Background: an optimization exercise with open tools, aiming at small area, a short achievable clock period and few clock cycles. Do not read the settings as production practice.
RTL that was checked went through simulation tests only; none was proved equivalent to the original.
Only the layout flow was run in run 4; the RTL was not checked for function there.
No activity file was given, so power comes from the tool's default toggle rates.

[flow/design.v]
module jbd_bms_parser (
    input  wire        clk,
    input  wire        rst,         
    input  wire        cmd_valid,
    input  wire [15:0] cmd_word,
    output wire        cmd_ready,
    input  wire [11:0] rd_addr,
    output wire [31:0] rd_data
);
    localparam [7:0] OP_NOP      = 8'h00,
                     OP_CLEAR    = 8'h01,
                     OP_PUSH     = 8'h02,
                     OP_VALIDATE = 8'h03,
                     OP_DECODE   = 8'h04,
                     OP_PARSE    = 8'h05;
    localparam [3:0] R_OK           = 4'h0,
                     R_INCOMPLETE   = 4'h1,
                     R_BAD_START    = 4'h2,
                     R_BAD_END      = 4'h3,
                     R_LEN_MISMATCH = 4'h4,
                     R_DEV_STATUS   = 4'h5,
                     R_UNKNOWN_TYPE = 4'h6,
                     R_CSUM         = 4'h7,
                     R_UNSUPPORTED  = 4'h8,
                     R_REC_SIZE     = 4'h9,
                     R_NOT_VALID    = 4'hA,
                     R_ILLEGAL      = 4'hB;
    localparam [1:0] ST_NONE = 2'd0, ST_VALIDATE = 2'd1, ST_DECODE = 2'd2, ST_COMMAND = 2'd3;
    localparam [1:0] T_NONE  = 2'd0, T_BASIC     = 2'd1, T_CELLS   = 2'd2, T_UNKNOWN  = 2'd3;
    localparam NSTAT = 64;         
    localparam NRING = 12;         
    localparam CAP_SIZE = 262;
    reg [7:0]  sbuf [0:NSTAT-1];         
    reg [7:0]  hbuf [0:5];               
    reg [7:0]  ring [0:NRING*16-1];      
    reg [3:0]  phase;
    reg        ready_q;
    reg [15:0] cap_len;
    reg [7:0]  last_byte;
    reg [7:0]  prev1, prev2;    
    reg [15:0] sum3;            
    reg [3:0]  result;
    reg [1:0]  res_stage;
    reg [15:0] diag_obs;
    reg        exp_basic;       
    reg        frame_valid;
    reg [1:0]  rtype;
    reg        hdr_ok;          
    reg [15:0] csum_rx;
    reg [15:0] csum_calc;
    reg [1:0]  rec_kind;
    reg [1:0]  bi_tc;           
    wire [7:0] type_code  = hdr_ok ? sbuf[1] : 8'h00;
    wire [7:0] dev_status = hdr_ok ? sbuf[2] : 8'h00;
    wire [7:0] pay_len    = hdr_ok ? sbuf[3] : 8'h00;
    assign cmd_ready = ready_q;
    wire [7:0] op  = cmd_word[15:8];
    wire [7:0] arg = cmd_word[7:0];
    wire       take = cmd_valid && ready_q;
    wire is_nop   = (op == OP_NOP)      && (arg == 8'h00);
    wire is_clear = (op == OP_CLEAR)    && (arg == 8'h00);
    wire is_push  = (op == OP_PUSH);
    wire is_val   = (op == OP_VALIDATE) && (arg == 8'h00);
    wire is_dec   = (op == OP_DECODE)   && (arg >= 8'h01) && (arg <= 8'h03);
    wire is_parse = (op == OP_PARSE)    && (arg == 8'h00);
    wire legal    = is_nop | is_clear | is_push | is_val | is_dec | is_parse;
    wire [7:0]  hdr_type   = sbuf[1];
    wire [7:0]  hdr_status = sbuf[2];
    wire [7:0]  hdr_len    = sbuf[3];
    wire [15:0] frame_len  = 16'd7 + {8'h00, hdr_len};
    wire [15:0] calc       = 16'h0000 - sum3;
    wire [15:0] rx         = {prev2, prev1};
    wire v_short   = cap_len < 16'd7;
    wire v_start   = sbuf[0] != 8'hDD;
    wire v_end     = last_byte != 8'h77;
    wire v_len     = cap_len != frame_len;
    wire v_stat    = hdr_status != 8'h00;
    wire v_basic   = hdr_type == 8'h03;
    wire v_cells   = hdr_type == 8'h04;
    wire v_csum    = rx != calc;
    reg [3:0]  v_code;
    reg [15:0] v_obs, v_exp;
    always @(*) begin
        v_code = R_OK; v_obs = 16'h0000; v_exp = 16'h0000;
        if (v_short) begin
            v_code = R_INCOMPLETE;   v_obs = cap_len;              v_exp = 16'd7;
        end else if (v_start) begin
            v_code = R_BAD_START;    v_obs = {8'h00, sbuf[0]};     v_exp = 16'h00DD;
        end else if (v_end) begin
            v_code = R_BAD_END;      v_obs = {8'h00, last_byte};   v_exp = 16'h0077;
        end else if (v_len) begin
            v_code = R_LEN_MISMATCH; v_obs = cap_len;              v_exp = frame_len;
        end else if (v_stat) begin
            v_code = R_DEV_STATUS;   v_obs = {8'h00, hdr_status};
        end else if (!v_basic && !v_cells) begin
            v_code = R_UNKNOWN_TYPE; v_obs = {8'h00, hdr_type};
        end else if (v_csum) begin
            v_code = R_CSUM;         v_obs = rx;                   v_exp = calc;
        end
    end
    wire v_hdr  = !v_short && !v_start && !v_end;             
    wire v_type = v_hdr && !v_len && !v_stat;                 
    wire v_ok   = (v_code == R_OK);
    function [36:0] decode;    
        input [1:0] t;
        input       fv;
        input [7:0] n;
        reg   [7:0] cexp;
        begin
            cexp = ((n > 8'd12) ? 8'd12 : n) & 8'hFE;
            if (t == T_UNKNOWN)
                decode = {2'd0, 1'b0, R_UNSUPPORTED, 16'h0003, 14'h0000};
            else if (!fv)
                decode = {2'd0, 1'b0, R_NOT_VALID, 16'h0000, 14'h0000};
            else if (t == T_BASIC)
                decode = (n != 8'd38) ? {2'd0, 1'b0, R_REC_SIZE, 8'h00, n, 14'd38}
                                      : {T_BASIC, 1'b0, R_OK, 16'h0000, 14'h0000};
            else
                decode = (n[0] || n > 8'd12) ? {2'd0, 1'b0, R_REC_SIZE, 8'h00, n, 6'h00, cexp}
                                             : {T_CELLS, 1'b0, R_OK, 16'h0000, 14'h0000};
        end
    endfunction
    wire [1:0]  ntc_clamp = (sbuf[26] > 8'd3) ? 2'd3 : sbuf[26][1:0];
    wire [36:0] d_cmd   = decode(arg[1:0], frame_valid, pay_len);
    wire [36:0] d_parse = decode(v_basic ? T_BASIC : T_CELLS, 1'b1, hdr_len);
    wire do_push  = !rst && take && is_push;
    wire len_lo   = (cap_len[15:6] == 10'd0);                     
    wire len_ring = (cap_len[15:8] == 8'd0) && !len_lo;           
    wire len_hi   = (cap_len[15:3] == 13'h0020) && (cap_len[2:0] < 3'd6);    
    integer i, j, s;
    always @(posedge clk) begin
        for (i = 0; i < NSTAT; i = i + 1)
            if (do_push && len_lo && cap_len[5:0] == i)
                sbuf[i] <= arg;
        for (i = 0; i < 6; i = i + 1)
            if (do_push && len_hi && cap_len[2:0] == i)
                hbuf[i] <= arg;
    end
    always @(posedge clk) begin
        for (j = 0; j < NRING; j = j + 1) begin
            for (s = 0; s < 15; s = s + 1)
                ring[16*j + s] <= ring[16*j + s + 1];
            ring[16*j + 15] <= (do_push && len_ring && cap_len[7:4] == j + 4)
                             ? arg : ring[16*j];
        end
    end
    reg [15:0] cap_len_d;
    always @(*) begin
        cap_len_d = cap_len;
        if (take && is_clear)
            cap_len_d = 16'h0000;
        else if (take && is_push && cap_len != 16'hFFFF)
            cap_len_d = cap_len + 16'd1;
    end
    wire [3:0] phase_d = phase + 4'd1;
    wire ring_d = (cap_len_d[15:8] == 8'd0) && (cap_len_d[7:6] != 2'b00);
    always @(posedge clk) begin
        if (rst) begin
            phase   <= 4'd0;
            ready_q <= 1'b1;
        end else begin
            phase   <= phase_d;
            ready_q <= !ring_d || (cap_len_d[3:0] == phase_d);
        end
    end
    always @(posedge clk) begin
        if (rst) begin
            cap_len     <= 16'h0000;
            last_byte   <= 8'h00;
            sum3        <= 16'h0000;
            result      <= R_OK;
            res_stage   <= ST_NONE;
            diag_obs    <= 16'h0000;
            frame_valid <= 1'b0;
            rtype       <= T_NONE;
            hdr_ok      <= 1'b0;
            csum_rx     <= 16'h0000;
            csum_calc   <= 16'h0000;
            rec_kind    <= T_NONE;
        end else if (take) begin
            cap_len <= cap_len_d;
            if (!legal) begin
                result    <= R_ILLEGAL;
                res_stage <= ST_COMMAND;
                diag_obs  <= cmd_word;
            end
            if (is_clear) begin
                last_byte   <= 8'h00;
                sum3        <= 16'h0000;
                result      <= R_OK;
                res_stage   <= ST_NONE;
                diag_obs    <= 16'h0000;
                    frame_valid <= 1'b0;
                rtype       <= T_NONE;
                hdr_ok      <= 1'b0;
                csum_rx     <= 16'h0000;
                csum_calc   <= 16'h0000;
                rec_kind    <= T_NONE;
            end
            if (is_push) begin
                last_byte <= arg;
                prev1     <= last_byte;
                prev2     <= prev1;
                if (cap_len >= 16'd5)
                    sum3 <= sum3 + {8'h00, prev2};
                frame_valid <= 1'b0;
                rec_kind    <= T_NONE;
            end
            if (is_val || is_parse) begin
                hdr_ok      <= v_hdr;
                rtype       <= !v_type ? T_NONE : v_basic ? T_BASIC : v_cells ? T_CELLS : T_UNKNOWN;
                csum_rx     <= (v_type && (v_basic || v_cells)) ? rx   : 16'h0000;
                csum_calc   <= (v_type && (v_basic || v_cells)) ? calc : 16'h0000;
                frame_valid <= v_ok;
                if (is_parse && v_ok) begin
                    exp_basic <= v_basic;
                    rec_kind  <= d_parse[36:35];
                    result    <= d_parse[33:30];
                    res_stage <= ST_DECODE;
                    diag_obs  <= d_parse[29:14];
                end else begin
                    rec_kind  <= T_NONE;
                    result    <= v_code;
                    res_stage <= ST_VALIDATE;
                    diag_obs  <= v_obs;
                end
            end
            if (is_dec || is_parse)
                bi_tc <= ntc_clamp;
            if (is_dec) begin
                rec_kind  <= d_cmd[36:35];
                result    <= d_cmd[33:30];
                res_stage <= ST_DECODE;
                diag_obs  <= d_cmd[29:14];
                exp_basic <= (arg[1:0] == T_BASIC);
            end
        end
    end
    wire bi = (rec_kind == T_BASIC);
    wire cv = (rec_kind == T_CELLS);
    function [15:0] be16;
        input integer k;
        be16 = {sbuf[k], sbuf[k + 1]};
    endfunction
    wire [2:0] cv_count   = sbuf[3][3:1];    
    reg [15:0] cells_csum;
    always @(*) begin
        case (cv_count)
            3'd0:    cells_csum = be16(4);
            3'd1:    cells_csum = be16(6);
            3'd2:    cells_csum = be16(8);
            3'd3:    cells_csum = be16(10);
            3'd4:    cells_csum = be16(12);
            3'd5:    cells_csum = be16(14);
            default: cells_csum = be16(16);
        endcase
    end
    reg [15:0] diag_exp;
    always @(*) begin
        case (result)
            R_INCOMPLETE:   diag_exp = 16'd7;
            R_BAD_START:    diag_exp = 16'h00DD;
            R_BAD_END:      diag_exp = 16'h0077;
            R_LEN_MISMATCH: diag_exp = frame_len;
            R_CSUM:         diag_exp = csum_calc;
            R_REC_SIZE:     diag_exp = exp_basic ? 16'd38
                                     : {8'h00, ((hdr_len > 8'd12) ? 8'd12 : hdr_len) & 8'hFE};
            default:        diag_exp = 16'h0000;
        endcase
    end
    reg [31:0] regv [0:63];
    integer a;
    always @(*) begin
        for (a = 0; a < 64; a = a + 1) regv[a] = 32'h0000_0000;
        regv[6'h00] = {16'h0, cap_len};
        regv[6'h01] = {24'h0, last_byte};
        regv[6'h02] = {28'h0, result};
        regv[6'h03] = {30'h0, res_stage};
        regv[6'h04] = {16'h0, diag_obs};
        regv[6'h05] = {16'h0, diag_exp};
        regv[6'h06] = {31'h0, frame_valid};
        regv[6'h07] = {30'h0, rtype};
        regv[6'h08] = {24'h0, type_code};
        regv[6'h09] = {24'h0, dev_status};
        regv[6'h0A] = {24'h0, pay_len};
        regv[6'h0B] = {16'h0, csum_rx};
        regv[6'h0C] = {16'h0, csum_calc};
        regv[6'h0D] = {30'h0, rec_kind};
        if (bi) begin
            regv[6'h10] = {16'h0, be16(4)};
            regv[6'h11] = {16'h0, be16(6)};
            regv[6'h12] = {16'h0, be16(8)};
            regv[6'h13] = {16'h0, be16(10)};
            regv[6'h14] = {16'h0, be16(12)};
            regv[6'h15] = {16'h0, be16(14)};
            regv[6'h16] = {sbuf[16], sbuf[17], sbuf[18], sbuf[19]};
            regv[6'h17] = {16'h0, be16(20)};
            regv[6'h18] = {24'h0, sbuf[22]};
            regv[6'h19] = {24'h0, sbuf[23]};
            regv[6'h1A] = {24'h0, sbuf[24]};
            regv[6'h1B] = {24'h0, sbuf[25]};
            regv[6'h1C] = {24'h0, sbuf[26]};
            regv[6'h1D] = {30'h0, bi_tc};
            regv[6'h1E] = {16'h0, (bi_tc != 2'd0) ? be16(27) : {sbuf[28], sbuf[27]}};
            regv[6'h1F] = {16'h0, bi_tc[1]        ? be16(29) : {sbuf[30], sbuf[29]}};
            regv[6'h20] = {16'h0, (bi_tc == 2'd3) ? be16(31) : {sbuf[32], sbuf[31]}};
            for (a = 0; a < 9; a = a + 1)
                regv[6'h21 + a] = {24'h0, sbuf[33 + a]};
            regv[6'h2A] = {16'h0, be16(42)};
        end
        if (cv) begin
            regv[6'h30] = {29'h0, cv_count};
            for (a = 0; a < 6; a = a + 1)
                regv[6'h31 + a] = {16'h0, (cv_count > a) ? be16(4 + 2*a) : 16'h0000};
            regv[6'h37] = {16'h0, cells_csum};
        end
    end
    wire        c_win, c_hi, c_reg;
    wire [15:0] dlo, dhi;
    rd_addr_dec u_dec (.rd_addr(rd_addr), .c_win(c_win), .c_hi(c_hi), .c_reg(c_reg),
                       .dlo(dlo), .dhi(dhi));
    reg  [63:0] slot_off;
    always @(*)
        for (s = 0; s < 16; s = s + 1)
            slot_off[4*s +: 4] = s[3:0] + phase;
    wire [15:0] dsl;
    rd_slot_dec u_sdec (.a(rd_addr[3:0]), .off(slot_off), .sel(dsl));
    wire [7:0] sg [0:15];      
    wire [7:0] rg [0:15];      
    genvar gs, gj;
    generate
        for (gs = 0; gs < 16; gs = gs + 1) begin : g_slot
            wire [31:0] sd;
            wire [95:0] rdd;
            for (gj = 0; gj < 4; gj = gj + 1) begin : g_sd
                assign sd[8*gj +: 8] = sbuf[16*gj + gs];
            end
            for (gj = 0; gj < NRING; gj = gj + 1) begin : g_rd
                assign rdd[8*gj +: 8] = ring[16*gj + gs];
            end
            aor4x8  u_s (.d(sd),  .sel(dhi[3:0]),  .y(sg[gs]));
            aor12x8 u_r (.d(rdd), .sel(dhi[15:4]), .y(rg[gs]));
        end
    endgenerate
    wire [127:0] sgv, rgv;
    wire [47:0]  hbv;
    generate
        for (gs = 0; gs < 16; gs = gs + 1) begin : g_pack
            assign sgv[8*gs +: 8] = sg[gs];
            assign rgv[8*gs +: 8] = rg[gs];
        end
        for (gs = 0; gs < 6; gs = gs + 1) begin : g_hpack
            assign hbv[8*gs +: 8] = hbuf[gs];
        end
    endgenerate
    wire [7:0] ws, wr, wh;
    aor16x8 u_ws (.d(sgv), .sel(dlo), .y(ws));
    aor16x8 u_wr (.d(rgv), .sel(dsl), .y(wr));
    aor6x8  u_wh (.d(hbv), .sel(dlo[5:0]), .y(wh));
    reg [31:0] rw;
    always @(*) begin
        rw = 32'h0000_0000;
        for (a = 0; a < 64; a = a + 1)
            rw = rw | ({32{dlo[a & 15] & dhi[a >> 4]}} & regv[a]);
    end
    rd_or u_or (.c_win(c_win), .c_hi(c_hi), .c_reg(c_reg), .ws(ws), .wr(wr), .wh(wh), .rw(rw), .y(rd_data));
endmodule
module rd_addr_dec (
    input  wire [11:0] rd_addr,
    output wire        c_win,
    output wire        c_hi,
    output wire        c_reg,
    output wire [15:0] dlo,
    output wire [15:0] dhi
);
    wire top0 = (rd_addr[11:10] == 2'b00);
    assign c_reg = top0 && (rd_addr[9:6] == 4'b0000);
    assign c_win = top0 && (rd_addr[9:8] == 2'b01);
    assign c_hi  = top0 && (rd_addr[9:8] == 2'b10) && (rd_addr[7:3] == 5'd0);
    assign dlo   = 16'h0001 << rd_addr[3:0];
    assign dhi   = 16'h0001 << rd_addr[7:4];
endmodule
module rd_slot_dec (
    input  wire [3:0]  a,
    input  wire [63:0] off,
    output reg  [15:0] sel
);
    integer s;
    always @(*)
        for (s = 0; s < 16; s = s + 1)
            sel[s] = (a == off[4*s +: 4]);
endmodule
module aor4x8 (
    input  wire [31:0] d,
    input  wire [3:0]  sel,
    output wire [7:0]  y
);
    assign y = ({8{sel[0]}} & d[7:0])   | ({8{sel[1]}} & d[15:8]) |
               ({8{sel[2]}} & d[23:16]) | ({8{sel[3]}} & d[31:24]);
endmodule
module aor6x8 (
    input  wire [47:0] d,
    input  wire [5:0]  sel,
    output wire [7:0]  y
);
    assign y = ({8{sel[0]}} & d[7:0])   | ({8{sel[1]}} & d[15:8]) |
               ({8{sel[2]}} & d[23:16]) | ({8{sel[3]}} & d[31:24]) |
               ({8{sel[4]}} & d[39:32]) | ({8{sel[5]}} & d[47:40]);
endmodule
module aor12x8 (
    input  wire [95:0] d,
    input  wire [11:0] sel,
    output wire [7:0]  y
);
    wire [7:0] y0, y1, y2;
    aor4x8 u0 (.d(d[31:0]),  .sel(sel[3:0]),  .y(y0));
    aor4x8 u1 (.d(d[63:32]), .sel(sel[7:4]),  .y(y1));
    aor4x8 u2 (.d(d[95:64]), .sel(sel[11:8]), .y(y2));
    assign y = y0 | y1 | y2;
endmodule
module aor16x8 (
    input  wire [127:0] d,
    input  wire [15:0]  sel,
    output wire [7:0]   y
);
    wire [7:0] y0, y1, y2, y3;
    aor4x8 u0 (.d(d[31:0]),   .sel(sel[3:0]),   .y(y0));
    aor4x8 u1 (.d(d[63:32]),  .sel(sel[7:4]),   .y(y1));
    aor4x8 u2 (.d(d[95:64]),  .sel(sel[11:8]),  .y(y2));
    aor4x8 u3 (.d(d[127:96]), .sel(sel[15:12]), .y(y3));
    assign y = y0 | y1 | y2 | y3;
endmodule
module rd_or (
    input  wire        c_win,
    input  wire        c_hi,
    input  wire        c_reg,
    input  wire [7:0]  ws,
    input  wire [7:0]  wr,
    input  wire [7:0]  wh,
    input  wire [31:0] rw,
    output wire [31:0] y
);
    assign y = {{24{c_reg}} & rw[31:8],
                ({8{c_reg}} & rw[7:0]) | ({8{c_win}} & (ws | wr)) | ({8{c_hi}} & wh)};
endmodule
[flow/constraint.sdc]
create_clock -name core_clock -period 10.0 [get_ports {clk}]
set_input_delay 2.0000 -clock core_clock [delete_from_list [all_inputs] [get_ports {clk}]]
set_output_delay 2.0000 -clock core_clock [all_outputs]
set_load 0.01 [all_outputs]
[flow/config.mk]
export PLATFORM = sky130hd
export DESIGN_NAME = jbd_bms_parser
export DESIGN_NICKNAME = jbd_bms_parser
export VERILOG_FILES = /design/flow/design.v
export SDC_FILE = /design/flow/constraint.sdc
export NUM_CORES = 8
export LEC_CHECK = 0
export ABC_AREA = 1
export CAP_MARGIN = 20
export CORE_MARGIN = 2
export CORE_UTILIZATION = 55
export CTS_CLUSTER_DIAMETER = 80
export CTS_CLUSTER_SIZE = 20
export GPL_ROUTABILITY_DRIVEN = 0
export PLACE_DENSITY = 0.7
export SETUP_SLACK_MARGIN = 4.0
export SLEW_MARGIN = 20
[flow/run.sh]
#!/bin/bash
# synth_recipe.tcl (not shown) runs the flow's synth.tcl, then flattens the netlist and writes it again
# the make line also repeats each setting of config.mk as NAME=value (left out here)
make -C /OpenROAD-flow-scripts/flow DESIGN_CONFIG=/design/flow/config.mk WORK_HOME=/design/flow/orfs CLKGATE_MAP_FILE= SYNTH_SCRIPT=/design/flow/synth_recipe.tcl finish
==> summary.log, run 1 <==
[run_status] outcome stopped before the end
[run_status] stage reached global routing (5_1_grt)
[run_status] tool error [ERROR GRT-0232] Routing congestion too high. Check the congestion heatmap in the GUI.
[placement] area after detailed placement 0.0794 sq mm
[cts] buffer type at the clock tree root sky130_fd_sc_hd__clkbuf_16
[yosys] Synth Instances 7657
[cts] # clock sinks 2220
[cts] number of clock buffers inserted by TritonCTS 131
[cts] hold-fix buffers at CTS 0
[cts] buffers from clock root to sink, at most 3
[yosys] Cell Area, Synth 0.0766 sq mm
[grt] overall fraction of global-route tracks in use 46.3%
[yosys] count of synthesis-stage warnings from yosys 10
[yosys] share of flip-flops with an asynchronous set or reset 0%
[yosys] largest family of logic cells by synthesized area simple AND/OR/NAND/NOR gates
[yosys] fraction of the mapped netlist area in compound gates 12.0%
[grt] aggregate global routing overflow 1
[yosys] sequential share of the synthesized area 65.6%
[placement] number of buffers inserted by port buffering 63
[floorplan] die width 377 um
[yosys] adder-cell share of the synthesized area 0.418%
[yosys] number of unique standard cell types used by synthesis 64
[yosys] post-synthesis net count 7713
[yosys] cell type contributing the most total cell area after synthesis sky130_fd_sc_hd__dfxtp_1
[floorplan] Die Span Y 377 um
[floorplan] number of cell rows 136
[placement] detailed placer's ending HPWL 193000 um
[grt] largest net degree at the start of global routing 86
[cts] maximum level of the CTS H-tree 4
[floorplan] IO Pins 64
[yosys] syn_area_per_cell 10.0 sq um
[yosys] simple-gate share of the synthesized area 17.3%
[floorplan] initial cell density of the core 55.6%
[yosys] area fraction of the dominant cell type after synthesis 42.9%
[yosys] synth top area cells sky130_fd_sc_hd__dfxtp_1, sky130_fd_sc_hd__edfxtp_1, sky130_fd_sc_hd__nand2_1, sky130_fd_sc_hd__nand4_1, sky130_fd_sc_hd__inv_1
[yosys] Synth Register Bits 2220
[yosys] count of flip-flops with a built-in enable after synthesis 579
[yosys] fraction of synthesized area in multiplexers 0.0131%
[yosys] most common flop cell mapped by yosys sky130_fd_sc_hd__dfxtp_1
[yosys] Synth Area in XOR/XNOR 0.446%
[synth_stat cells, types with 169 or more instances]
cell type / number
sky130_fd_sc_hd__nand3_1: 225
sky130_fd_sc_hd__a21oi_1: 224
sky130_fd_sc_hd__nand4_1: 300
sky130_fd_sc_hd__a221oi_1: 169
sky130_fd_sc_hd__inv_1: 484
sky130_fd_sc_hd__o21ai_0: 326
sky130_fd_sc_hd__edfxtp_1: 579
sky130_fd_sc_hd__nand2_1: 2123
sky130_fd_sc_hd__nor2_1: 340
sky130_fd_sc_hd__clkbuf_1: 298
sky130_fd_sc_hd__o22ai_1: 188
sky130_fd_sc_hd__dfxtp_1: 1641
[layer usage]
metal / GRT overflow / track usage (%)
met1: 1 / 50.5
met2: 0 / 61.3
met3: 0 / 30.5
met4: 0 / 35.8
met5: 0 / 17.5
[stage by stage]
| step | util, % | cells | hold WS [ns] | setup WS (ns) |
|---|---|---|---|---|
| after CTS | 62.8 | 9600 | 0.335 | 3.22 |
| after detailed placement | 57.6 | 9302 | 0.335 | 0.808 |
| after global placement | 57.6 | 9302 | 0.333 | 0.723 |
| after floorplan | - | 7657 | 0.331 | 4.04 |
[power groups by stage]
stage                     Clock [mW]  Combinational (mW)  Sequential, mW
after floorplan                    0               0.170            9.41
after global placement             0               0.402            9.41
after detailed placement           0               0.405            9.41
after CTS                       5.47               0.482            9.20
[worst max-delay path by stage]
stage                     from          to  slack, ns  cells after the start
detailed placement  rd_addr[5]  rd_data[5]       0.81                     15
global placement    rd_addr[5]  rd_data[5]       0.72                     15
floorplan           rd_addr[3]  rd_data[0]       4.04                     12
CTS                 rd_addr[5]  rd_data[5]       3.22                     14
[logic make-up after synthesis]
logic type | count (synthesis)
AND/OR/NAND/NOR | 3154
flip-flops | 2220
AO/OA/AOI/OAI | 1367
buffers and inverters | 851
XOR/XNOR | 39
adder cells (fa/ha/maj) | 25
multiplexers | 1
[what timing repair did]
item                       4_1_cts
resized for setup              609
setup endpoints to repair       32
pin swaps                       91
gates cloned                    26
setup buffers                   98
Testbench counts, summed over its fixed seeds: cycles 10,075.
==> run 2: changes to the inputs <==
--- a/flow/config.mk
+++ b/flow/config.mk
@@ -10,7 +10,6 @@
 export CORE_MARGIN = 2
 export CORE_UTILIZATION = 55
-export CTS_CLUSTER_DIAMETER = 80
-export CTS_CLUSTER_SIZE = 20
-export GPL_ROUTABILITY_DRIVEN = 0
+export CTS_CLUSTER_DIAMETER = 70
+export CTS_CLUSTER_SIZE = 26
 export PLACE_DENSITY = 0.7
 export SETUP_SLACK_MARGIN = 4.0
==> run 2 against run 1 <==
Synthesized area stayed put. The run now finishes clean. Synthesized cell count stayed put.
==> summary.log, run 2 <==
[pwr] total power consumption of the routed design 15.4 mW
[cts] worst skew pair latency 0.85 ns
[placement] GPL Wtd Cong 1.13
[finish] area taken by flip-flops and latches 0.0502 sq mm
[yosys] count of synthesis-stage warnings from yosys 10
[yosys] synth top area cells sky130_fd_sc_hd__dfxtp_1, sky130_fd_sc_hd__edfxtp_1, sky130_fd_sc_hd__nand2_1, sky130_fd_sc_hd__nand4_1, sky130_fd_sc_hd__inv_1
[detailed_routing] final routed DRC violation total 0
[grt] number of antenna violations at the first check in global routing 24
[timing] number of pins with negative max-slew slack in the final report 0
[yosys] most used standard cell by instance count after synthesis sky130_fd_sc_hd__nand2_1
[detailed_routing] overall via count from detail_route 66900
[floorplan] IO Pins 64
[placement] detailed placer's ending HPWL 244000 um
[yosys] sequential share of the synthesized area 65.6%
[yosys] share of flip-flops with an asynchronous set or reset 0%
[worst_setup_path] crit path DAT 5.03 ns
[yosys] most common flop cell mapped by yosys sky130_fd_sc_hd__dfxtp_1
[yosys] count of flip-flops with a built-in enable after synthesis 579
[cts] # clock sinks 2220
[timing] Fin. Hold Viols 0
[floorplan] core region area 0.138 sq mm
[yosys] syn_area_per_cell 10.0 sq um
[floorplan] initial cell density of the core 55.6%
[worst_setup_path] kind of end point of the critical path output pin
[finish] number of nets in the layout 8027
[floorplan] Die ar. 0.142 sq mm
[timing] slew at the pin closest to its max-slew limit 1.28 ns
[pwr] Leak Pwr 34.1 nW
[detailed_routing] router iterations before antenna repair 9
[detailed_routing] DRC marker count from the first detailed-route iteration 10700
[worst_setup_path] data required time of the critical path 8.00 ns
[finish] area taken by multi-input logic gates 0.0261 sq mm
[finish] register bank with the most flops ring
[worst_setup_path] maximum fanout encountered on the critical timing path 7
[worst_setup_path] worst reg-to-reg setup slack 5.75 ns
[grt] vias in the first global route 64000
[cts] hold-fix buffers at CTS 0
[finish] most common cell after layout, fill and taps aside sky130_fd_sc_hd__nand2_1
[detailed_routing] Post-DRT Antenna Nets 0
[yosys] number of unique standard cell types used by synthesis 64
[grt] largest net degree at the start of global routing 90
[worst_setup_path] classification of the worst setup path input port to output pin
[timing] Fmax 142 MHz
[finish] largest registers ring (1536), sbuf (512), hbuf (48)
[cts] TritonCTS clock tree done
[yosys] area fraction of the dominant cell type after synthesis 42.9%
[finish] layout filler cell count 10100
[timing] final-report setup violation count 0
[cts] maximum level of the CTS H-tree 3
[placement] number of buffers inserted by port buffering 63
[worst_setup_path] element type at the critical path start input port
[detailed_routing] WL final 369000 um
[hold_path] type of the tightest min-delay check register to register
[timing] worst slew margin relative to its limit 14.4%
[timing] final worst path period need 7.03 ns
[floorplan] Die Span Y 377 um
[floorplan] number of cell rows 136
[timing] worst clock skew 0.0510 ns
[timing] setup TNS 0 ns
[yosys] Cell Area, Synth 0.0766 sq mm
[timing] RSZ-0062 raised after global routing yes
[run_status] outcome no timing/DRC/antenna violations
[yosys] most used standard cells in the synthesized netlist sky130_fd_sc_hd__nand2_1, sky130_fd_sc_hd__dfxtp_1, sky130_fd_sc_hd__edfxtp_1
[finish] fraction of layout instances using a drive strength above 1 14.9%
[pwr] Max IR drop VDD 0.202 mV
[flow_run] max-cap viol count 0
[detailed_routing] post-detailed-route wirelength per cell 37.5 um
[yosys] Synth Register Bits 2220
[finish] leading cell types in the layout, fill and taps excluded sky130_fd_sc_hd__nand2_1, sky130_fd_sc_hd__dfxtp_1, sky130_fd_sc_hd__edfxtp_1
[yosys] post-synthesis net count 7713
[finish] layout overhead on the synthesized area 18.1%
[timing] final worst path period share 70.3%
[yosys] cell type contributing the most total cell area after synthesis sky130_fd_sc_hd__dfxtp_1
[detailed_routing] routed vias/inst 6.80
[floorplan] die width 377 um
[grt] overall fraction of global-route tracks in use 50.5%
[cts] buffers from clock root to sink, at most 3
[cts] number of clock buffers inserted by TritonCTS 119
[grt] aggregate global routing overflow 0
[cts] buffer type at the clock tree root sky130_fd_sc_hd__clkbuf_16
[cts] clock transition at the register clock pins on the worst setup and hold paths after CTS 0.10 ns
[pwr] total power density per cell area 171 mW/mm^2
[finish] max reg flops 1536
[yosys] Synth Instances 7657
[grt] wire length of the first global-routing pass 497000 um
## run 2: cell counts after synthesis
Identical to the previous run, type by type.
## run 2: routing by layer
metal  vias up  wire (um)  GRT usage [%]
li1      27200          -              -
met1     32300     125000           59.5
met5         -        165              0
met2      5645     155000           74.9
met4        16      40500           42.0
met3      1742      47600           16.8
## run 2: per-stage QoR
step | std cells | setup WS (ns) | util, % | instance area [sq um] | hold WS [ns]
after global placement | 9406 | 0.490 | 58.3 | 80300 | 0.333
after detailed placement | 9412 | 0.480 | 58.4 | 80400 | 0.335
after global routing | 9827 | 3.10 | 65.6 | 90500 | 0.331
after CTS | 9766 | 3.17 | 64.6 | 89100 | 0.334
final | 9839 | 2.97 | 65.7 | 90500 | 0.324
after floorplan | 7657 | 4.04 | - | 76600 | 0.331
## run 2: critical path: stages
cell and delay [ns]:
sky130_fd_sc_hd__buf_12 0.11, sky130_fd_sc_hd__nor2_4 0.07, sky130_fd_sc_hd__clkinvlp_4 0.10, sky130_fd_sc_hd__buf_12 0.12
sky130_fd_sc_hd__nor2_4 0.05, sky130_fd_sc_hd__buf_12 0.16, sky130_fd_sc_hd__buf_12 0.13, sky130_fd_sc_hd__buf_16 0.16
sky130_fd_sc_hd__a32o_1 0.24, sky130_fd_sc_hd__o21ai_0 0.35, sky130_fd_sc_hd__nand4_1 0.22, sky130_fd_sc_hd__nor4_4 0.45
sky130_fd_sc_hd__nand4_1 0.26, sky130_fd_sc_hd__nand2_2 0.24, sky130_fd_sc_hd__nand2_4 0.11, sky130_fd_sc_hd__buf_6 0.13
sky130_fd_sc_hd__buf_6 0.11
## run 2: layout make-up
class | count | area share (%)
Timing Repair Buffer | 534 | 6.46
Antenna cell | 16 | 0.0442
Inverter | 502 | 2.28
Multi-Input combinational cell | 4586 | 28.9
Timing Repair inverter | 8 | 0.0829
Clock inverter | 49 | 0.897
Sequential cell | 2220 | 55.5
Clock buffer | 130 | 3.39
Tap cell | 1794 | 2.48
## run 2: path summary, 6_finish.rpt
| check | startpoint | endpoint | cells after the start |
|---|---|---|---|
| worst max-delay path | rd_addr[7] | rd_data[2] | 17 |
| worst max register to register | ready_q$_SDFF_PP1_ | sbuf[51][7]$_DFFE_PP_ | 12 |
| worst min register to register | ring[27][6]$_DFF_P_ | ring[26][6]$_DFF_P_ | 0 |
| worst min-delay path | ring[27][6]$_DFF_P_ | ring[26][6]$_DFF_P_ | 0 |
## run 2: logic make-up (layout without fill, tap and decap cells)
| logic type | Yosys count | in the layout | synth area share, % |
|---|---|---|---|
| and+or+nand+nor | 3154 | 3154 | 17.3 |
| adders and majority gates | 25 | 25 | 0.418 |
| other | 0 | 16 | 0 |
| muxes | 1 | 1 | 0.0131 |
| DFF | 2220 | 2220 | 65.6 |
| AOI/OAI and AO/OA | 1367 | 1367 | 12.0 |
| xor gates and xnor gates | 39 | 39 | 0.446 |
| buffers and inverters | 851 | 1223 | 4.22 |
## run 2: repair_timing
action / CTS / global route
gates cloned: 32 / 7
endpoints found under the setup margin: 32 / 35
resized for setup: 741 / 225
buffers inserted: 143 / 45
endpoints found under the hold margin: 0 / 0
pin swaps: 125 / 80
## run 2: where the power goes
group	switching [mW]	total, mW	leakage (nW)	internal [mW]
Combinational	0.469	0.628	13.8	0.159
Sequential	0.00867	9.21	18.4	9.20
Clock	3.23	5.60	1.88	2.37
Total	3.70	15.4	34.1	11.7
==> run 3: changes to the inputs <==
--- a/flow/config.mk
+++ b/flow/config.mk
@@ -6,11 +6,12 @@
 export NUM_CORES = 8
 export LEC_CHECK = 0
-export ABC_AREA = 1
+export ABC_AREA = 0
 export CAP_MARGIN = 20
 export CORE_MARGIN = 2
 export CORE_UTILIZATION = 55
-export CTS_CLUSTER_DIAMETER = 70
-export CTS_CLUSTER_SIZE = 26
+export CTS_CLUSTER_DIAMETER = 80
+export CTS_CLUSTER_SIZE = 20
 export PLACE_DENSITY = 0.7
 export SETUP_SLACK_MARGIN = 4.0
 export SLEW_MARGIN = 20
+export SYNTH_HIERARCHICAL = 1
==> run 3 against run 2 <==
Still clean. Clock power fell by 0.7%. Non-clock buffer count fell by 172. Clock skew fell by 0.022 ns. Power fell by 0.24%. Core utilization fell by 4.4 points. Sequential share of layout area rose by 0.62 points. Critical path type unchanged. Critical endpoint unchanged. Largest power group unchanged.
==> summary.log, run 3 <==
[yosys] synth top area cells sky130_fd_sc_hd__dfxtp_1, sky130_fd_sc_hd__edfxtp_1, sky130_fd_sc_hd__a22oi_1, sky130_fd_sc_hd__a22oi_2, sky130_fd_sc_hd__buf_6
[run_status] outcome no timing/DRC/antenna violations
[worst_setup_path] Critical Path Start rd_addr[4]
[floorplan] number of cell rows 140
[worst_setup_path] kind of end point of the critical path output pin
[floorplan] die width 388 um
[finish] fraction of layout instances using a drive strength above 1 21.2%
[yosys] Synth Register Bits 2220
[finish] layout overhead on the synthesized area 10.3%
[yosys] count of synthesis-stage warnings from yosys 16
[worst_setup_path] maximum fanout encountered on the critical timing path 103
[yosys] most common flop cell mapped by yosys sky130_fd_sc_hd__dfxtp_1
[timing] Fin. Hold Viols 0
[worst_setup_path] crit path DAT 5.16 ns
[detailed_routing] DRC marker count from the first detailed-route iteration 7714
[detailed_routing] final routed DRC violation total 0
[detailed_routing] router iterations before antenna repair 9
[cts] # clock sinks 2220
[hold_path] Worst Hold Launch ring[35][3]$_DFF_P_
[detailed_routing] routed vias/inst 6.71
[worst_setup_path] Register-to-Register Path Depth 11
[worst_setup_path] worst reg-to-reg setup slack 4.80 ns
[yosys] most used standard cells in the synthesized netlist sky130_fd_sc_hd__dfxtp_1, sky130_fd_sc_hd__a22oi_1, sky130_fd_sc_hd__nand2_1
[finish] max reg flops 1536
[timing] slew at the pin closest to its max-slew limit 1.20 ns
[cts] maximum level of the CTS H-tree 4
[worst_setup_path] sum of buffers and inverters on the critical path 5
[floorplan] core region area 0.146 sq mm
[finish] post-route design area 0.0895 sq mm
[placement] GPL Wtd Cong 1.09
[yosys] area fraction of the dominant cell type after synthesis 40.5%
[worst_setup_path] classification of the worst setup path input port to output pin
[yosys] sequential share of the synthesized area 61.9%
[yosys] count of flip-flops with a built-in enable after synthesis 579
[timing] final-report setup violation count 0
[grt] vias in the first global route 55000
[cts] number of clock buffers inserted by TritonCTS 134
[detailed_routing] Routed met1 length 106000 um
[pwr] total power density per cell area 172 mW/mm^2
[timing] number of pins with negative max-slew slack in the final report 0
[grt] largest net degree at the start of global routing 129
[grt] aggregate global routing overflow 0
[cts] buffers from clock root to sink, at most 3
[pwr] Max IR drop VDD 0.187 mV
[grt] overall fraction of global-route tracks in use 37.1%
[yosys] syn_area_per_cell 12.5 sq um
[timing] RSZ-0062 raised after global routing yes
[cts] worst skew pair latency 0.83 ns
[timing] setup TNS 0 ns
[detailed_routing] post-detailed-route wirelength per cell 33.5 um
[detailed_routing] overall via count from detail_route 57100
[timing] worst clock skew 0.0291 ns
[timing] final worst path period need 7.16 ns
[flow_run] max-cap viol count 0
[finish] register bank with the most flops ring
[yosys] Cell Area, Synth 0.0811 sq mm
[worst_setup_path] element type at the critical path start input port
[yosys] share of flip-flops with an asynchronous set or reset 0%
[yosys] post-synthesis net count 6565
[placement] area after detailed placement 0.0817 sq mm
[finish] core utilization of the finished layout 61.3%
[cts] TritonCTS clock tree done
[cts] buffer type at the clock tree root sky130_fd_sc_hd__clkbuf_16
[finish] leading cell types in the layout, fill and taps excluded sky130_fd_sc_hd__dfxtp_1, sky130_fd_sc_hd__nand2_1, sky130_fd_sc_hd__a22oi_1
[yosys] number of unique standard cell types used by synthesis 96
[finish] largest registers ring (1536), sbuf (512), hbuf (48)
[pwr] Leak Pwr 33.5 nW
[finish] number of nets in the layout 6590
[detailed_routing] top routing layer in use met5
[detailed_routing] WL final 285000 um
[timing] final worst path period share 71.6%
[floorplan] IO Pins 64
[placement] number of buffers inserted by port buffering 63
[detailed_routing] detailed-routed wire length on met2 123000 um
[hold_path] type of the tightest min-delay check register to register
[worst_setup_path] cell with the largest stage delay on the worst path sky130_fd_sc_hd__or4_1
[floorplan] Die ar. 0.151 sq mm
[yosys] cell type contributing the most total cell area after synthesis sky130_fd_sc_hd__dfxtp_1
[yosys] most used standard cell by instance count after synthesis sky130_fd_sc_hd__dfxtp_1
[worst_setup_path] cell class contributing the biggest share of worst-path delay simple AND/OR/NAND/NOR gates
[worst_setup_path] data required time of the critical path 8.00 ns
[worst_setup_path] CP Cell Sequence buf_12 > buf_4 > nand2_4 > nor2_4 > buf_4 > buf_12 > a22oi_1 > nand2_1 > a22oi_1 > nand2_1 > or4_1 > o21ai_2 > nand2_2 > buf_6
[worst_setup_path] CP max stage delay 0.64 ns
[cts] clock transition at the register clock pins on the worst setup and hold paths after CTS 0.08 ns
[floorplan] initial cell density of the core 55.5%
[yosys] Synth Instances 6509
[detailed_routing] Post-DRT Antenna Nets 0
[finish] most common cell after layout, fill and taps aside sky130_fd_sc_hd__dfxtp_1
[worst_setup_path] Reg2Reg Launch Point sbuf[3][1]$_DFFE_PP_
[timing] worst slew margin relative to its limit 20.1%
[grt] number of antenna violations at the first check in global routing 9
[worst_setup_path] depth of the critical timing path with buffers and inverters included 14
[placement] detailed placer's ending HPWL 182000 um
[floorplan] Die Span Y 388 um
[grt] wire length of the first global-routing pass 403000 um
[timing] Fmax 140 MHz
[worst_setup_path] critical path capture point rd_data[2]
[worst_setup_path] end of the worst register-to-register path diag_obs[2]$_SDFFE_PP0P_
[detailed_routing] met3 wire length 30700 um
## run 3: cell count changes after synthesis, sizes merged, moves of 227 or more
cell | before | now
a22oi | 54 | 1295
buf | 51 | 320
inv | 497 | 50
nand2 | 2130 | 797
nand4 | 300 | 29
o21ai | 332 | 105
## run 3: worst min path at each step
| stage | end | cells after the start |
|---|---|---|
| 3_5_place_dp | ring[161][3]$_DFF_P_ | 0 |
| 5_1_grt | ring[161][0]$_DFF_P_ | 0 |
| 2_1_floorplan | ring[112][0]$_DFF_P_ | 0 |
| 6_report | ring[34][3]$_DFF_P_ | 0 |
| 3_3_place_gp | ring[183][7]$_DFF_P_ | 0 |
| 4_1_cts | ring[34][3]$_DFF_P_ | 0 |
## run 3: timing repair
item | 4_1_cts | 5_1_grt
setup buffers | 91 | 19
pin swaps | 123 | 63
setup endpoints to repair | 32 | 114
cloned | 44 | 4
hold buffers | 0 | 0
hold endpoints to repair | 0 | 0
gates resized for setup | 531 | 118
## run 3: area by class of cell
cell class	instances	area [sq um]
sequential	2220	50200
multi-input combinational	3764	28400
clock buffer	155	3470
tap	1917	2400
fill	11400	56600
clock inverter	30	374
timing repair buffer	362	4450
inverter	52	198
antenna	4	10.0
## run 3: logic make-up after synthesis
| group | after synthesis | share of synthesized area, % |
|---|---|---|
| simple gates | 1606 | 9.37 |
| mux | 144 | 2.00 |
| xor+xnor | 133 | 1.57 |
| fa+ha+maj | 25 | 0.395 |
| compound gates | 1847 | 19.5 |
| buf+inv | 534 | 5.28 |
| flops | 2220 | 61.9 |
## run 3: layer usage
metal  vias up  global-route usage (%)
li1      24300                       -
met1     28000                    47.1
met2      3700                    55.2
met3      1016                    9.38
met4        10                    26.6
met5         -                       0
## run 3: per-stage QoR
stage	worst slack, ns	hold slack, ns	total power, mW	instances
final	2.84	0.336	15.4	8504
after floorplan	3.74	0.331	9.72	6509
after global routing	2.86	0.338	15.8	8500
after CTS	3.00	0.335	15.4	8475
after detailed placement	1.08	0.336	9.92	8155
after global placement	1.06	0.332	9.92	8153
## run 3: modules after synthesis (local to each module, per instance)
module,flops+latches,times used
aor12x8,0,16
aor16x8,0,2
aor4x8,0,72
aor6x8,0,1
jbd_bms_parser,2220,1
rd_addr_dec,0,1
rd_or,0,1
rd_slot_dec,0,1
## run 3: where the power goes
part,internal (mW),total [mW],switching (mW)
combinational,0.174,0.626,0.452
clock,2.55,5.56,3.02
sequential,9.20,9.21,0.0132
total,11.9,15.4,3.48
==> run 4: changes to the inputs <==
--- a/flow/design.v
+++ b/flow/design.v
@@ -43,5 +43,5 @@
     reg [1:0]  res_stage;
     reg [15:0] diag_obs;
-    reg        exp_basic;       
+    reg [8:0]  exp9;            
     reg        frame_valid;
     reg [1:0]  rtype;
@@ -51,4 +51,5 @@
     reg [1:0]  rec_kind;
     reg [1:0]  bi_tc;           
+    reg [2:0]  cv_cnt;          
     wire [7:0] type_code  = hdr_ok ? sbuf[1] : 8'h00;
     wire [7:0] dev_status = hdr_ok ? sbuf[2] : 8'h00;
@@ -172,4 +173,5 @@
             res_stage   <= ST_NONE;
             diag_obs    <= 16'h0000;
+            exp9        <= 9'd0;
             frame_valid <= 1'b0;
             rtype       <= T_NONE;
@@ -184,4 +186,5 @@
                 res_stage <= ST_COMMAND;
                 diag_obs  <= cmd_word;
+                exp9      <= 9'd0;
             end
             if (is_clear) begin
@@ -191,5 +194,6 @@
                 res_stage   <= ST_NONE;
                 diag_obs    <= 16'h0000;
-                    frame_valid <= 1'b0;
+                exp9        <= 9'd0;
+                frame_valid <= 1'b0;
                 rtype       <= T_NONE;
                 hdr_ok      <= 1'b0;
@@ -214,5 +218,5 @@
                 frame_valid <= v_ok;
                 if (is_parse && v_ok) begin
-                    exp_basic <= v_basic;
+                    exp9      <= d_parse[8:0];
                     rec_kind  <= d_parse[36:35];
                     result    <= d_parse[33:30];
@@ -224,8 +228,12 @@
                     res_stage <= ST_VALIDATE;
                     diag_obs  <= v_obs;
+                    exp9      <= v_exp[8:0];
                 end
             end
             if (is_dec || is_parse)
-                bi_tc <= ntc_clamp;
+            begin
+                bi_tc  <= ntc_clamp;
+                cv_cnt <= sbuf[3][3:1];
+            end
             if (is_dec) begin
                 rec_kind  <= d_cmd[36:35];
@@ -233,5 +241,5 @@
                 res_stage <= ST_DECODE;
                 diag_obs  <= d_cmd[29:14];
-                exp_basic <= (arg[1:0] == T_BASIC);
+                exp9      <= d_cmd[8:0];
             end
         end
@@ -243,8 +251,7 @@
         be16 = {sbuf[k], sbuf[k + 1]};
     endfunction
-    wire [2:0] cv_count   = sbuf[3][3:1];    
     reg [15:0] cells_csum;
     always @(*) begin
-        case (cv_count)
+        case (cv_cnt)
             3'd0:    cells_csum = be16(4);
             3'd1:    cells_csum = be16(6);
@@ -256,17 +263,5 @@
         endcase
     end
-    reg [15:0] diag_exp;
-    always @(*) begin
-        case (result)
-            R_INCOMPLETE:   diag_exp = 16'd7;
-            R_BAD_START:    diag_exp = 16'h00DD;
-            R_BAD_END:      diag_exp = 16'h0077;
-            R_LEN_MISMATCH: diag_exp = frame_len;
-            R_CSUM:         diag_exp = csum_calc;
-            R_REC_SIZE:     diag_exp = exp_basic ? 16'd38
-                                     : {8'h00, ((hdr_len > 8'd12) ? 8'd12 : hdr_len) & 8'hFE};
-            default:        diag_exp = 16'h0000;
-        endcase
-    end
+    wire [15:0] diag_exp = (result == R_CSUM) ? csum_calc : {7'd0, exp9};
     reg [31:0] regv [0:63];
     integer a;
@@ -310,7 +305,7 @@
         end
         if (cv) begin
-            regv[6'h30] = {29'h0, cv_count};
+            regv[6'h30] = {29'h0, cv_cnt};
             for (a = 0; a < 6; a = a + 1)
-                regv[6'h31 + a] = {16'h0, (cv_count > a) ? be16(4 + 2*a) : 16'h0000};
+                regv[6'h31 + a] = {16'h0, (cv_cnt > a) ? be16(4 + 2*a) : 16'h0000};
             regv[6'h37] = {16'h0, cells_csum};
         end
--- a/flow/config.mk
+++ b/flow/config.mk
@@ -6,5 +6,5 @@
 export NUM_CORES = 8
 export LEC_CHECK = 0
-export ABC_AREA = 0
+export ABC_AREA = 1
 export CAP_MARGIN = 20
 export CORE_MARGIN = 2
@@ -15,3 +15,2 @@
 export SETUP_SLACK_MARGIN = 4.0
 export SLEW_MARGIN = 20
-export SYNTH_HIERARCHICAL = 1
==> run 4 against run 3 <==
Final cell count increased by 20%. Synthesized cell count increased by 22%. Sequential share of layout area decreased by 1.2 points. Synthesized area decreased by 4.0%. Critical path depth increased by 2.
==> summary.log, run 4 <==
[run_status] outcome no timing/DRC/antenna violations
[floorplan] number of cell rows 138
[yosys] sequential share of the synthesized area 64.8%
[hold_path] type of the tightest min-delay check register to register
[yosys] most used standard cell by instance count after synthesis sky130_fd_sc_hd__nand2_1
[timing] Fin. Hold Viols 0
[detailed_routing] final routed DRC violation total 0
[placement] area after detailed placement 0.0815 sq mm
[worst_setup_path] CP Cell Sequence buf_12 > clkinvlp_4 > buf_6 > nand2_8 > inv_16 > buf_4 > nand2_1 > nand4_1 > o31ai_1 > nand3_1 > nor3_2 > nand4_1 > o31ai_4 > buf_4 > nand2_4 > buf_6
[yosys] Synth Area in XOR/XNOR 0.349%
[timing] Fmax 131 MHz
[timing] final worst path period need 7.61 ns
[pwr] power spent charging and discharging nets 3.71 mW
[cts] maximum level of the CTS H-tree 4
[timing] RSZ-0062 raised after global routing yes
[yosys] count of synthesis-stage warnings from yosys 10
[placement] detailed placer's ending HPWL 247000 um
[yosys] post-synthesis net count 7974
[yosys] Synth Register Bits 2231
[cts] buffers from clock root to sink, at most 3
[timing] setup TNS 0 ns
[timing] slew at the pin closest to its max-slew limit 1.30 ns
[worst_setup_path] Critical Path Start rd_addr[7]
[detailed_routing] overall via count from detail_route 69500
[worst_setup_path] sum of buffers and inverters on the critical path 7
[finish] fraction of layout instances using a drive strength above 1 14.2%
[finish] register bank with the most flops ring
[finish] most common cell after layout, fill and taps aside sky130_fd_sc_hd__nand2_1
[yosys] most common flop cell mapped by yosys sky130_fd_sc_hd__dfxtp_1
[placement] number of buffers inserted by port buffering 63
[pwr] Internal 12.1 mW
[yosys] syn_area_per_cell 9.84 sq um
[yosys] Synth Instances 7918
[pwr] Max IR drop VDD 0.198 mV
[cts] worst skew pair latency 0.86 ns
[grt] largest net degree at the start of global routing 80
[grt] wire length of the first global-routing pass 511000 um
[yosys] Cell Area, Synth 0.0779 sq mm
[worst_setup_path] data required time of the critical path 8.00 ns
[floorplan] initial cell density of the core 55.2%
[cts] number of clock buffers inserted by TritonCTS 139
[yosys] fraction of synthesized area in multiplexers 0.0257%
[finish] core utilization of the finished layout 65.2%
[yosys] fraction of the mapped netlist area in compound gates 11.6%
[detailed_routing] DRC marker count from the first detailed-route iteration 11300
[worst_setup_path] CP max stage delay 0.83 ns
[grt] number of antenna violations at the first check in global routing 40
[cts] hold-fix buffers at CTS 0
[worst_setup_path] classification of the worst setup path input port to output pin
[worst_setup_path] cell class contributing the biggest share of worst-path delay simple AND/OR/NAND/NOR gates
[grt] vias in the first global route 65200
[finish] layout overhead on the synthesized area 18.0%
[pwr] total power density per cell area 172 mW/mm^2
[cts] buffer type at the clock tree root sky130_fd_sc_hd__clkbuf_16
[flow_run] max-cap viol count 0
[floorplan] Die ar. 0.145 sq mm
[worst_setup_path] kind of end point of the critical path output pin
[timing] number of pins with negative max-slew slack in the final report 0
[pwr] power share of the clock group 37.4%
[grt] aggregate global routing overflow 0
[yosys] simple-gate share of the synthesized area 18.5%
[finish] layout filler cell count 10600
[detailed_routing] post-detailed-route wirelength per cell 37.4 um
[yosys] area fraction of the dominant cell type after synthesis 42.4%
[yosys] synth top area cells sky130_fd_sc_hd__dfxtp_1, sky130_fd_sc_hd__edfxtp_1, sky130_fd_sc_hd__nand2_1, sky130_fd_sc_hd__nand4_1, sky130_fd_sc_hd__inv_1
[finish] largest registers ring (1536), sbuf (512), hbuf (48)
[pwr] Leak Pwr 34.5 nW
[finish] max reg flops 1536
[detailed_routing] router iterations before antenna repair 11
[worst_setup_path] cell with the largest stage delay on the worst path sky130_fd_sc_hd__nand4_1
[floorplan] IO Pins 64
[timing] worst clock skew 0.0411 ns
[finish] leading cell types in the layout, fill and taps excluded sky130_fd_sc_hd__nand2_1, sky130_fd_sc_hd__dfxtp_1, sky130_fd_sc_hd__edfxtp_1
[yosys] number of unique standard cell types used by synthesis 73
[pwr] combinational share of power 4.0%
[worst_setup_path] maximum fanout encountered on the critical timing path 12
[worst_setup_path] Reg2Reg Launch Point cap_len[2]$_SDFFE_PP0P_
[placement] # placed instances 9729
[hold_path] Worst Hold Launch ring[60][3]$_DFF_P_
[timing] final-report setup violation count 0
[worst_setup_path] element type at the critical path start input port
[floorplan] core region area 0.141 sq mm
[yosys] cell type contributing the most total cell area after synthesis sky130_fd_sc_hd__dfxtp_1
[yosys] most used standard cells in the synthesized netlist sky130_fd_sc_hd__nand2_1, sky130_fd_sc_hd__dfxtp_1, sky130_fd_sc_hd__edfxtp_1
[placement] GPL Wtd Cong 1.12
[detailed_routing] routed vias/inst 6.80
[timing] final worst path period share 76.1%
[worst_setup_path] crit path DAT 5.61 ns
[detailed_routing] WL final 382000 um
[pwr] switching part of the total 23.5%
[finish] post-route design area 0.0919 sq mm
[yosys] adder-cell share of the synthesized area 0.411%
[yosys] share of flip-flops with an asynchronous set or reset 0%
[finish] Final Non-Filler Cells 10200
[cts] TritonCTS clock tree done
[cts] clock transition at the register clock pins on the worst setup and hold paths after CTS 0.07 ns
[detailed_routing] Post-DRT Antenna Nets 0
[pwr] register share of total power 58.5%
[timing] worst slew margin relative to its limit 13.0%
[cts] # clock sinks 2231
[floorplan] die width 380 um
[yosys] count of flip-flops with a built-in enable after synthesis 581
[yosys] largest family of logic cells by synthesized area simple AND/OR/NAND/NOR gates
[grt] overall fraction of global-route tracks in use 50.6%
[finish] number of nets in the layout 8308
[floorplan] Die Span Y 380 um
-- run 4: final timing paths --
| check | slack, ns | cells past startpoint | end |
|---|---|---|---|
| min | 0.32 | 0 | ring[59][3]$_DFF_P_ |
| min reg2reg | 0.32 | 0 | ring[59][3]$_DFF_P_ |
| max | 2.39 | 16 | rd_data[4] |
| max reg2reg | 5.37 | 15 | diag_obs[11]$_SDFFE_PP0P_ |
-- run 4: cell type report --
cell class	instances	area, sq um	share of cell area, %
antenna	22	55.1	0.0599
clock buffer	160	3570	3.88
clock inverter	34	599	0.652
inverter	534	2210	2.40
multi-input combinational	4800	26600	28.9
sequential	2231	50500	54.9
tap	1890	2360	2.57
timing repair buffer	532	5940	6.47
timing repair inverter	14	144	0.157
-- run 4: layer usage --
layer / global-route usage [%] / part of all wire, %
met2: 73.5 / 41
met5: 0 / 0.049
met4: 41.1 / 11
met1: 61.2 / 34
met3: 17.0 / 14
-- run 4: timing repair --
action                     CTS  global route
buffers inserted           136            85
setup endpoints to repair   34            44
resized for setup          561           265
cloned                      46             5
pin swaps                   83            96
-- run 4: stage by stage --
stage / hold WS (ns) / total power, mW / setup slack (ns)
2_1_floorplan: 0.331 / 9.63 / 4.02
3_3_place_gp: 0.331 / 9.89 / 0.421
3_5_place_dp: 0.335 / 9.89 / 0.513
4_1_cts: 0.323 / 15.6 / 2.92
5_1_grt: 0.331 / 16.0 / 2.55
6_report: 0.324 / 15.8 / 2.39
-- run 4: power groups by stage --
stage | Clock, mW | Sequential (mW) | Combinational, mW
floorplan | 0 | 9.46 | 0.171
global placement | 0 | 9.47 | 0.422
detailed placement | 0 | 9.47 | 0.426
CTS | 5.82 | 9.25 | 0.552
global route | 6.16 | 9.26 | 0.624
finish | 5.92 | 9.26 | 0.638
-- run 4: cells by family (layout without fill, tap and decap cells) --
group / Yosys count / count (layout)
buffers and inverters: 891 / 1274
AOI/OAI and AO/OA: 1360 / 1360
muxes: 2 / 2
adders and majority gates: 25 / 25
and+or+nand+nor: 3378 / 3382
xor gates and xnor gates: 31 / 31
other: 0 / 22
DFF: 2231 / 2231

static timing again, ports no longer ideal:
How much do the figures lean on ideal ports? The routed layouts below were timed once more, with nothing changed but the port constraints. Step 1, drivers: a clkbuf_16 drives clk and a buf_2 each remaining input, both assumed. Step 2 also shifts input and output timing later by t, the mid clock arrival at the registers, as if the neighbouring blocks saw the same clock. a / b / c = ideal / step 1 / step 2; a / b = the first two.
run	t (ns)	setup slack, ns	hold slack, ns
run 2	0.906	2.966 / 2.823 / 2.823	0.324 / 0.324 / 0.324
run 3	0.888	2.841 / 2.713 / 2.713	0.336 / 0.336 / 0.336
run 4	0.914	2.391 / 2.255 / 2.255	0.324 / 0.324 / 0.324
After both steps every run listed still meets setup and hold. For run 2, which loses most, drivers alone change the setup slack by -0.143 ns; drivers and shift together by -0.143 ns.
